This design comes from an exercise in tuning for small area, a short achievable clock period and few clock cycles per item on the open sky130 flow, not from production work. Function was checked by simulation only, so behaviour that the tests miss may differ from the original.

==> trial 37: inputs <==
// tone_core
module tone_core (
    input  wire        clk,
    input  wire        rst,
    input  wire        in_valid,
    output wire        in_ready,
    input  wire [1:0]  op,           
    input  wire [15:0] sample,
    input  wire [31:0] now,
    output reg         out_valid,
    output reg         emit_valid,
    output wire [11:0] emit12,
    output wire [7:0]  emitq,
    output reg         cand_valid,
    output reg  [10:0] cand,
    output reg         retuned,
    output wire [10:0] freq_o,
    output wire [11:0] wave12_o
);
==> flow/config.mk <==
export PLATFORM = sky130hd
export DESIGN_NAME = tone_core
export DESIGN_NICKNAME = tone_core
export VERILOG_FILES = /design/flow/design.v
export SDC_FILE = /design/flow/constraint.sdc
export NUM_CORES = 4
export LEC_CHECK = 0
export CAP_MARGIN = 20
export CORE_MARGIN = 2
export CORE_UTILIZATION = 40
export SLEW_MARGIN = 20
export SYNTH_HIERARCHICAL = 1
export SYNTH_MEMORY_MAX_BITS = 16384
==> flow/constraint.sdc <==
create_clock -name core_clock -period 45.0 [get_ports {clk}]
set_input_delay 9.0000 -clock core_clock [delete_from_list [all_inputs] [get_ports {clk}]]
set_output_delay 9.0000 -clock core_clock [all_outputs]
set_load 0.01 [all_outputs]
run.sh (not shown) runs the stock make flow with config.mk's settings and CLKGATE_MAP_FILE= SYNTH_SCRIPT=/design/flow/synth_recipe.tcl, a recipe that flattens the netlist after the stock synthesis.
==> inputs of build 76, as changes to trial 37 <==
==> flow/flow/run.sh (new file) <==
#!/bin/bash
# The standard layout, with plain buf_1 cells as the port buffers that the
# standard flow inserts at every input and output.
set -euo pipefail
bash standard.sh finish "BUFFER_PORTS_ARGS=-buffer_cell sky130_fd_sc_hd__buf_1" > orfs_make.log 2>&1
==> flow/standard.sh (new file) <==
#!/bin/bash
# synth_recipe.tcl (not shown) runs the flow's synth.tcl, then flattens the netlist and writes it again
# the make line also repeats each setting of config.mk as NAME=value (left out here)
make -C /OpenROAD-flow-scripts/flow DESIGN_CONFIG=/design/flow/config.mk WORK_HOME=/design/flow/orfs CLKGATE_MAP_FILE= SYNTH_SCRIPT=/design/flow/synth_recipe.tcl "${@:-finish}"
removed: flow/run.sh
==> results.txt <==
Trial 37 ran to the end with no violations. Build 76 completed without violations.
In non-clock buffer count, trial 37 and build 76 do not differ.
In die area, build 76 and trial 37 do not differ.
In trial 37 the critical path depth is lower than in build 76, by 31.
In area after synthesis, build 76 and trial 37 do not differ.
Of build 76 and trial 37, build 76 has the higher first-iteration DRC count (gap about 1.6%, measured against trial 37).
Between build 76 and trial 37, the lower global-route usage is in trial 37 (gap 0.16 points).
Testbench counts of trial 37, summed over its fixed seeds: cycles 24,336, items 24,000.
Testbench counts of build 76, summed over its fixed seeds: cycles 24,336, items 24,000.

==> job 1475: inputs <==
Another version of the RTL of tone_core (not shown whole).
clock: 45.0 ns
lec_check: 0
cap_margin: 20
core_margin: 2
core_utilization: 65
place_density: 0.72
slew_margin: 20
synth_hierarchical: 1
synth_memory_max_bits: 16384
standard.sh (not shown) runs the stock make flow with config.mk's settings and CLKGATE_MAP_FILE= SYNTH_SCRIPT=/design/flow/synth_recipe.tcl, a recipe that flattens the netlist after the stock synthesis.
==> flow/flow/run.sh <==
#!/bin/bash
# The standard layout with two changes: plain buf_1 cells as the port buffers
# that the standard flow inserts at every input and output, and clock tree
# synthesis with larger sink clusters and without dummy loads.
set -euo pipefail
bash standard.sh finish \
  "BUFFER_PORTS_ARGS=-buffer_cell sky130_fd_sc_hd__buf_1" \
  "CTS_ARGS=-sink_clustering_enable -sink_clustering_size 25 -sink_clustering_max_diameter 100 -repair_clock_nets -dont_use_dummy_load" \
  > orfs_make.log 2>&1
==> job 6098 (differences from job 1475) <==
--- a/flow/design.v
+++ b/flow/design.v
@@ -1219,28 +1219,31 @@
     reg  [20:0] dt1;          
     reg         top1;         
     reg  [10:0] fb1;          
     reg  [10:0] fbm;
     reg  [10:0] chm;
-    reg         v_acc, psh, wph, wacc;
+    reg         u_ph, v_acc, psh, wph, wacc, last;
     reg  [1:0]  nxt_n;
     always @(*) begin
-        v_acc = 1'b0; psh = 1'b0;
-        wph = 1'b0; wacc = 1'b0; nxt_n = 2'd0;
+        u_ph = 1'b0; v_acc = 1'b0; psh = 1'b0;
+        wph = 1'b0; wacc = 1'b0; last = 1'b1; nxt_n = 2'd0;
         if (rdy) begin
             fbm = freq;
             chm = {1'b0, dt[9:0]};
+            u_ph = adv;
             wph = adv;
-            if (adv & (top | mid)) nxt_n = top ? 2'd2 : 2'd1;
+            if (adv & (top | mid)) begin
+                last = 1'b0; nxt_n = top ? 2'd2 : 2'd1;
+            end
         end else if (nxt[1]) begin
             fbm = fb1;
             chm = dt1[20:10];
-            psh = 1'b1; wacc = 1'b1; nxt_n = 2'd1;
+            psh = 1'b1; wacc = 1'b1; last = 1'b0; nxt_n = 2'd1;
         end else begin
             fbm = fb1;
             chm = {1'b0, dt1[9:0]};
-            v_acc = top1; psh = 1'b1; wph = 1'b1;
+            u_ph = 1'b1; v_acc = top1; psh = 1'b1; wph = 1'b1;
         end
     end
     wire pm_t1, pm_t2;
     ha_x u_pm_t1 (.a((fbm[0] & chm[9])), .b((fbm[1] & chm[8])), .s(pm_t1), .co(pm_t2));
     wire pm_t3, pm_t4;
@@ -1539,11 +1542,11 @@
     reg        rst_r;
     always @(posedge clk) rst_r <= rst;
     reg        v1, ev1, cv1, ret1;
     reg [10:0] cand1;
     reg [21:0] p1;
-    reg        v_acc1, psh1, wph1, wacc1;
+    reg        u_ph1, v_acc1, psh1, wph1, wacc1, last1;
     always @(posedge clk) begin
         if (rst_r) begin
             last_ts <= 32'd0;
             freq    <= 11'd0;
             upd_ts  <= 32'd0;
@@ -1575,18 +1578,19 @@
             dt1   <= dt[30:10];
             top1  <= top;
             fb1   <= freq;
         end
         p1     <= pm;
+        u_ph1  <= u_ph;
         v_acc1 <= v_acc;
         psh1   <= psh;
         wacc1  <= wacc;
+        last1  <= last;
     end
     reg  [22:0] acc;
     reg  [22:0] phase;
-    wire        last1 = rdy;
-    wire [22:0] uu  = wph1 ? phase : 23'd0;
+    wire [22:0] uu  = u_ph1 ? phase : 23'd0;
     wire [22:0] vv  = v_acc1 ? acc : 23'd0;
     wire [31:0] pmx = psh1 ? {p1, 10'd0} : {10'd0, p1};
     wire xs_t1, xs_t2;
     ha_x u_xs_t1 (.a(uu[10]), .b(vv[0]), .s(xs_t1), .co(xs_t2));
     wire xs_t3, xs_t4;
==> flow/flow/run.sh (replaced) <==
#!/bin/bash
# The standard layout with two changes: plain buf_1 cells as the port buffers
# that the standard flow inserts at every input and output, and clock tree
# synthesis with larger sink clusters and without dummy loads.
set -euo pipefail
bash standard.sh finish \
  "BUFFER_PORTS_ARGS=-buffer_cell sky130_fd_sc_hd__buf_1" \
  "CTS_ARGS=-sink_clustering_enable -sink_clustering_size 30 -sink_clustering_max_diameter 100 -repair_clock_nets -dont_use_dummy_load" \
  > orfs_make.log 2>&1
--- a/flow/config.mk
+++ b/flow/config.mk
@@ -5,10 +5,9 @@
 export SDC_FILE = /design/flow/constraint.sdc
 export NUM_CORES = 4
 export LEC_CHECK = 0
 export CAP_MARGIN = 20
 export CORE_MARGIN = 2
-export CORE_UTILIZATION = 65
-export PLACE_DENSITY = 0.72
+export CORE_UTILIZATION = 55
 export SLEW_MARGIN = 20
 export SYNTH_HIERARCHICAL = 1
 export SYNTH_MEMORY_MAX_BITS = 16384
==> impl_metrics.json <==
{
  "status": "no timing/DRC/antenna violations",
  "tightest_slew_ns": 1.131,
  "gp_congestion": 0.9376,
  "die_area_mm2": 0.05174,
  "synth_compound_area_frac": 0.1157,
  "synth_simple_gate_area_frac": 0.1362,
  "synth-adder-area-share": 0.3397,
  "cts_sinks": 328,
  "synthTopCellsByCount": "ha_1, nor2_1, dfxtp_1",
  "syn2layout_area_growth_pct": 4.938
}
Source of the figures above: job 6098

==> impl_metrics.json <==
{
  "final-seq-area_mm2": 0.007586,
  "syn2layout_area_growth_pct": 4.013,
  "synth-adder-area-share": 0.3408,
  "status": "no timing/DRC/antenna violations",
  "gp_congestion": 0.8966,
  "tightest_slew_ns": 1.146,
  "die_area_mm2": 0.04378,
  "cts_sinks": 326,
  "synth_simple_gate_area_frac": 0.1305
}
Source of the figures above: job 1475

Testbench counts of job 1475, summed over its fixed seeds: cycles 24,336, items 24,000.
Testbench counts of job 6098, summed over its fixed seeds: cycles 24,336, items 24,000.

[static timing again, ports no longer ideal]
The flow's constraints put no driver on any port. The routed layouts listed below were extracted and timed again, unchanged, in two steps. Step 1 sets driving cells, clkbuf_16 on the clock port and buf_2 on the other inputs (assumed; they add their load-dependent delay and slew). Step 2 moves the port delays by t, midway between the first and last clock arrival at a register: inputs arrive t later, outputs are due t later. That takes back most of the time a late clock gives input paths. a / b / c = ideal / step 1 / step 2; a / b = the first two.
run | t, ns | setup slack, ns | hold WS [ns] | worst setup path after step 2 | worst data-port slew with drivers (ns)
trial 37 | 0.633 | 34.499 / 34.438 / 34.198 | 0.326 / 0.326 / 0.326 | input to register | 0.06
build 76 | 0.628 | 34.624 / 34.624 / 34.106 | 0.324 / 0.324 / 0.324 | input to register | 0.06
job 1475 | 0.576 | 34.939 / 34.883 / 34.622 | 0.314 / 0.314 / 0.314 | input to register | 0.03
job 6098 | 0.586 | 34.933 / 34.874 / 35.067 | 0.305 / 0.305 / 0.305 | input to register | 0.04
After both steps every run listed still meets setup and hold. The setup slack of build 76, which loses most, moves by 0.000 ns with the drivers and by -0.518 ns with both steps.
